Source: an optimization exercise on an open RTL-to-GDS flow (aim: small area and a short achievable clock period). Production flows keep margins and buffers that such runs may drop. At most, simulation tests tie the RTL to the original design; equivalence was not proved. Power is estimated from default activity; no workload was simulated.

// zorder_core
module zorder_core #(
    parameter D = 4
) (
    input  wire            clk,
    input  wire [3:0]      cmd,
    input  wire [63:0]     a,
    input  wire [63:0]     b,
    input  wire [D*64-1:0] p,
    input  wire [D*64-1:0] q,
    output wire [63:0]     res
);
For scale: ~3,300 cells after synthesis, about 120 flip-flops, roughly 710 I/O pins, ~24,000 µm² of cells after synthesis.
clock: 16.0 ns
lec_check: 0
cap_margin: 20
core_margin: 2
core_utilization: 35
setup_slack_margin: 5
slew_margin: 20
run.sh (not shown) runs the stock make flow with config.mk's settings and CLKGATE_MAP_FILE= SYNTH_SCRIPT=/design/flow/synth_recipe.tcl, a recipe that flattens the netlist after the stock synthesis.
The starting point finished with timing, DRC and antenna clean.
Rerun with:
==> flow/flow/run.sh (new file) <==
#!/bin/bash
# Standard layout, with the smallest plain buffer on every port.
set -euo pipefail
export BUFFER_PORTS_ARGS="-buffer_cell sky130_fd_sc_hd__buf_1"
bash standard.sh > standard_flow.log 2>&1
==> flow/standard.sh (new file) <==
#!/bin/bash
# synth_recipe.tcl (not shown) runs the flow's synth.tcl, then flattens the netlist and writes it again
# the make line also repeats each setting of config.mk as NAME=value (left out here)
make -C /OpenROAD-flow-scripts/flow DESIGN_CONFIG=/design/flow/config.mk WORK_HOME=/design/flow/orfs CLKGATE_MAP_FILE= SYNTH_SCRIPT=/design/flow/synth_recipe.tcl "${@:-finish}"
removed: flow/run.sh
Sequential power barely changes.
Synthesized cell count stays the same.
Wire length goes down by 3.5%.
No functional check of the RTL was part of any run of this note.

Another version of the RTL of zorder_core (not shown whole).
Size in the first run: ~3200 cells after synthesis, ~64 flip-flops, roughly 710 I/O pins, about 0.022 mm2 of cells after synthesis.
clock: 16.0 ns
lec_check: 0
cap_margin: 20
core_margin: 2
core_utilization: 35
slew_margin: 20
Stock flow here: none of the scripts above is used.
Next try:
--- a/flow/config.mk
+++ b/flow/config.mk
@@ -10,0 +11 @@
+export SETUP_SLACK_MARGIN = 5
What happened: The new run finished with timing, DRC and antenna clean; via count barely changes; final cell count is about the same; area after synthesis does not change; sequential share of layout area is about the same; synthesized cell count does not change.
Function was not checked in any run of this note: the RTL went through the layout flow alone.

== build 49 ==
Another version of the RTL of zorder_core (not shown whole).
For scale: roughly 3,100 cells after synthesis, ~140 flip-flops, ~710 I/O pins, roughly 20,000 µm² of cells after synthesis.
==> flow/config.mk <==
export PLATFORM = sky130hd
export DESIGN_NAME = zorder_core
export DESIGN_NICKNAME = zorder_core
export VERILOG_FILES = /design/flow/design.v
export SDC_FILE = /design/flow/constraint.sdc
export NUM_CORES = 4
export LEC_CHECK = 0
export CAP_MARGIN = 20
export CORE_MARGIN = 2
export CORE_UTILIZATION = 35
export SLEW_MARGIN = 20
export TNS_END_PERCENT = 0
==> flow/constraint.sdc <==
create_clock -name core_clock -period 16.0 [get_ports {clk}]
set_input_delay 3.2000 -clock core_clock [delete_from_list [all_inputs] [get_ports {clk}]]
set_output_delay 3.2000 -clock core_clock [all_outputs]
set_load 0.01 [all_outputs]
standard.sh (not shown) runs the stock make flow with config.mk's settings and CLKGATE_MAP_FILE= SYNTH_SCRIPT=/design/flow/synth_recipe.tcl, a recipe that flattens the netlist after the stock synthesis.
==> flow/flow/run.sh <==
#!/bin/bash
# Standard layout, with these changes:
# - synthesis (flow/synth_fast.tcl, otherwise the standard flow's synthesis script) has
#   ABC map the logic with a delay target of 4000 ps using yosys's own ABC
#   script, and leaves adders to ABC (ADDER_MAP_FILE empty);
# - the smallest plain buffer on every port;
# - timing repair aims for 9 ns of setup slack, on the worst path only.
set -euo pipefail
export ADDER_MAP_FILE=
export FAST_ABC_D=4000
export BUFFER_PORTS_ARGS="-buffer_cell sky130_fd_sc_hd__buf_1"
export SETUP_SLACK_MARGIN=9
sed "s#SYNTH_SCRIPT=[^ ]*#SYNTH_SCRIPT=$PWD/flow/synth_fast.tcl#" standard.sh > standard_fast.sh
bash standard_fast.sh > standard_flow.log 2>&1
==> flow/flow/synth_fast.tcl <==
# The standard flow's synthesis script, with ABC mapping the logic against a delay
# target (yosys's own ABC script with -D) instead of ORFS's speed script.
proc abc {args} {
  set a {}
  set skip 0
  foreach x $args {
    if { $skip } { set skip 0; continue }
    if { $x eq "-script" } { set skip 1; continue }
    lappend a $x
  }
  yosys abc {*}$a -D $::env(FAST_ABC_D)
}
proc synth {args} { yosys synth -nofsm -noshare {*}$args }
source $::env(SCRIPTS_DIR)/synth.tcl
# left out here: clear keep_hierarchy, flatten, clean up, hide names made inside functions, write 1_2_yosys.v
Inputs modified between build 49 and build 41:
Settings: removing TNS_END_PERCENT (formerly 0).
==> flow/flow/run.sh <==
#!/bin/bash
# Standard layout, with three changes:
# - synthesis leaves adders to ABC instead of mapping them onto the
#   library's half/full-adder cells (ADDER_MAP_FILE empty);
# - the smallest plain buffer on every port;
# - timing repair aims for 10 ns of setup slack.
set -euo pipefail
export ADDER_MAP_FILE=
export BUFFER_PORTS_ARGS="-buffer_cell sky130_fd_sc_hd__buf_1"
export SETUP_SLACK_MARGIN=10
bash standard.sh > standard_flow.log 2>&1
removed: flow/flow/synth_fast.tcl
Findings:
Beginning of the critical path: r_kt[48] -> build 41, r_res[12] -> build 49. Normalized max-slew margin down 6.5 points in build 41 wrt build 49. Delta (build 41 minus build 49): overall power up about 7%, mux share of post-synthesis cell area climbed 3.6 points, half-perimeter wire length after placement grew by 320 µm, biggest fanout along the worst timing path went down by 3. The final reports for build 41 and build 49 show critical path depth lower in the former. Per the comparison of build 41 with build 49, final design area excluding fillers +about 15%, shortest period the worst path allows -0.46 ns, post-placement cell area +about 11%. Of build 41 and build 49, the run reporting the lower via count was build 49.
--- input diff build 41..build 97 ---
Settings: SETUP_SLACK_MARGIN newly set to 5.
diff --git a/flow/flow/run.sh b/flow/flow/run.sh
--- a/flow/flow/run.sh
+++ b/flow/flow/run.sh
@@ -2 +2 @@
-# Standard layout, with three changes:
+# Standard layout, with two changes:
@@ -5,2 +5 @@
-# - the smallest plain buffer on every port;
-# - timing repair aims for 10 ns of setup slack.
+# - the smallest plain buffer on every port.
@@ -10 +8,0 @@
-export SETUP_SLACK_MARGIN=10
==> comparison <==
Sort build 97 and build 41 by relative area of non-clock buffer cells in the final design desc -> top: build 41
Comparing build 97 and build 41, sequential share of layout area is higher on build 97.
Fraction of the cycle the final worst path needs: build 97 higher than build 41
Build 97: final period demand of the worst path 0.61 ns above build 41
Looking at clock-buffer cell count, build 97 sits below build 41.
Met1 usage in global routing: build 97 vs build 41 down 1.6 points
Changes in build 74 relative to build 97:
Settings: TNS_END_PERCENT newly set to 0; CORE_UTILIZATION changed from 35 to 55; SETUP_SLACK_MARGIN removed (was 5).
==> flow/flow/run.sh <==
#!/bin/bash
# Standard layout, with these changes:
# - synthesis (flow/synth_fast.tcl, otherwise the standard flow's synthesis script) has
#   ABC map the logic with a delay target of 4000 ps using yosys's own ABC
#   script, and leaves adders to ABC (ADDER_MAP_FILE empty);
# - the smallest plain buffer on every port;
# - timing repair aims for 9 ns of setup slack, on the worst path only.
set -euo pipefail
export ADDER_MAP_FILE=
export FAST_ABC_D=4000
export BUFFER_PORTS_ARGS="-buffer_cell sky130_fd_sc_hd__buf_1"
export SETUP_SLACK_MARGIN=9
sed "s#SYNTH_SCRIPT=[^ ]*#SYNTH_SCRIPT=$PWD/flow/synth_fast.tcl#" standard.sh > standard_fast.sh
bash standard_fast.sh > standard_flow.log 2>&1
==> flow/flow/synth_fast.tcl (new file) <==
# The standard flow's synthesis script, with ABC mapping the logic against a delay
# target (yosys's own ABC script with -D) instead of ORFS's speed script.
proc abc {args} {
  set a {}
  set skip 0
  foreach x $args {
    if { $skip } { set skip 0; continue }
    if { $x eq "-script" } { set skip 1; continue }
    lappend a $x
  }
  yosys abc {*}$a -D $::env(FAST_ABC_D)
}
proc synth {args} { yosys synth -nofsm -noshare {*}$args }
source $::env(SCRIPTS_DIR)/synth.tcl
# left out here: clear keep_hierarchy, flatten, clean up, hide names made inside functions, write 1_2_yosys.v
### Flow results
- Build 74 did not finish; a tool error ended it in I/O pin placement (3_2_place_iop).
- Build 97 finished every step from synthesis to the final layout, and the layout passed the timing, design-rule and antenna checks.
- Build 97 vs build 74, largest family of logic cells by synthesized area: simple AND/OR/NAND/NOR gates vs compound AO/OA/AOI/OAI gates
- [compare] base=build 97 new=build 74: number of nets produced by synthesis moved down, xor-xnor portion of the synthesized cell area moved down, post-synthesis instance total moved down.
- Across both runs, count of standard-cell rows was lower for build 74 than for build 97.

== v37 ==
zorder_core, a different RTL version from the one above (not shown whole).
Size in the first run: about 3100 cells after synthesis, roughly 66 flip-flops, ~20000 sq um of cells after synthesis.
export LEC_CHECK = 0
export CAP_MARGIN = 20
export CORE_MARGIN = 2
export CORE_UTILIZATION = 35
export SETUP_SLACK_MARGIN = 5
export SLEW_MARGIN = 20
create_clock -name core_clock -period 16.0 [get_ports {clk}]
==> flow/flow/run.sh <==
#!/bin/bash
# Standard layout, with these changes:
# - synthesis (flow/synth_fast.tcl, otherwise the standard flow's synthesis script) has
#   ABC map the logic with a delay target of 4000 ps using yosys's own ABC
#   script, and leaves adders to ABC (ADDER_MAP_FILE empty);
# - the smallest plain buffer on every port;

set -euo pipefail
export ADDER_MAP_FILE=
export FAST_ABC_D=4000
export BUFFER_PORTS_ARGS="-buffer_cell sky130_fd_sc_hd__buf_1"
sed "s#SYNTH_SCRIPT=[^ ]*#SYNTH_SCRIPT=$PWD/flow/synth_fast.tcl#" standard.sh > standard_fast.sh
bash standard_fast.sh > standard_flow.log 2>&1
==> flow/flow/synth_fast.tcl <==
# The standard flow's synthesis script, with ABC mapping the logic against a delay
# target (yosys's own ABC script with -D) instead of ORFS's speed script.
proc abc {args} {
  set a {}
  set skip 0
  foreach x $args {
    if { $skip } { set skip 0; continue }
    if { $x eq "-script" } { set skip 1; continue }
    lappend a $x
  }
  yosys abc {*}$a -D $::env(FAST_ABC_D)
}
proc synth {args} { yosys synth -nofsm -noshare {*}$args }
source $::env(SCRIPTS_DIR)/synth.tcl
# left out here: clear keep_hierarchy, flatten, clean up, hide names made inside functions, write 1_2_yosys.v
Looking at the reports, v37 completed the entire flow and the layout it produced met the timing, design-rule and antenna checks.
Edits applied to the flow inputs when going from v37 to v30:
- SETUP_SLACK_MARGIN: 5 -> unset
- TNS_END_PERCENT: unset -> 0
diff --git a/flow/flow/run.sh b/flow/flow/run.sh
--- a/flow/flow/run.sh
+++ b/flow/flow/run.sh
@@ -7 +7 @@
-
+# - timing repair aims for 9 ns of setup slack, on the worst path only.
@@ -11,0 +12 @@
+export SETUP_SLACK_MARGIN=9
## What came out
Core utilization: v30 higher than v37. Wire length of the first global-routing pass was higher in the run labelled v30. Fraction of power consumed by the clock network on v30 is down relative to v37. Looking at least setup slack across all paths after layout across both flows, v30 is the stronger of the two, with v37 trailing. On overall power of the completed layout, v30 does worse than v37. Diff v37 -> v30 | sequential share of layout area | decrease of 0.36 points. Comparing v37 and v30, met2 usage is lower on v37. Via count ended up 653 higher on v30 than on v37. v30 has synthesis-to-layout area growth above what v37 had.

[afterwards: timing with drivers on the ports]
In the flow no input, the clock included, has a driving cell. The finished layouts below were timed again as built, in two steps.
Step 1: set_driving_cell puts a clkbuf_16 on clk and a buf_2 on each other input, an assumption about the parent block.
Step 2 also shifts input and output timing later by t, the mid clock arrival at the registers, as if the neighbouring blocks saw the same clock.
Three values: no drivers, after step 1, after step 2; two values: the first two.
run | t, ns | setup slack, ns | worst setup path at the end | slew at the worst register clock pin (ns) | worst slew at a driven data input, ns
the first run of note 1 | 0.501 | 6.693 / 6.697 / 6.196 | input to register | 0.06 / 0.06 | 0.10
the second run of note 1 | 0.508 | 7.055 / 7.087 / 6.579 | input to register | 0.07 / 0.07 | 0.10
the first run of note 2 | 0.397 | 4.471 / 4.466 / 4.070 | input to register | 0.06 / 0.06 | 0.12
the second run of note 2 | 0.395 | 5.358 / 5.352 / 4.958 | input to register | 0.06 / 0.06 | 0.13
build 49 | 0.512 | 8.168 / 8.114 / 7.835 | input to register | 0.07 / 0.07 | 0.13
build 41 | 0.520 | 8.624 / 8.569 / 9.089 | register to output | 0.07 / 0.07 | 0.08
build 97 | 0.518 | 8.016 / 7.960 / 8.110 | input to register | 0.07 / 0.07 | 0.09
v37 | 0.362 | 7.403 / 7.402 / 7.039 | input to register | 0.05 / 0.05 | 0.18
v30 | 0.376 | 8.733 / 8.696 / 8.320 | input to register | 0.06 / 0.06 | 0.18
After both steps setup and hold are still met in every run listed. For the first run of note 1, which loses most, drivers alone change the setup slack by +0.004 ns; drivers and shift together by -0.497 ns.
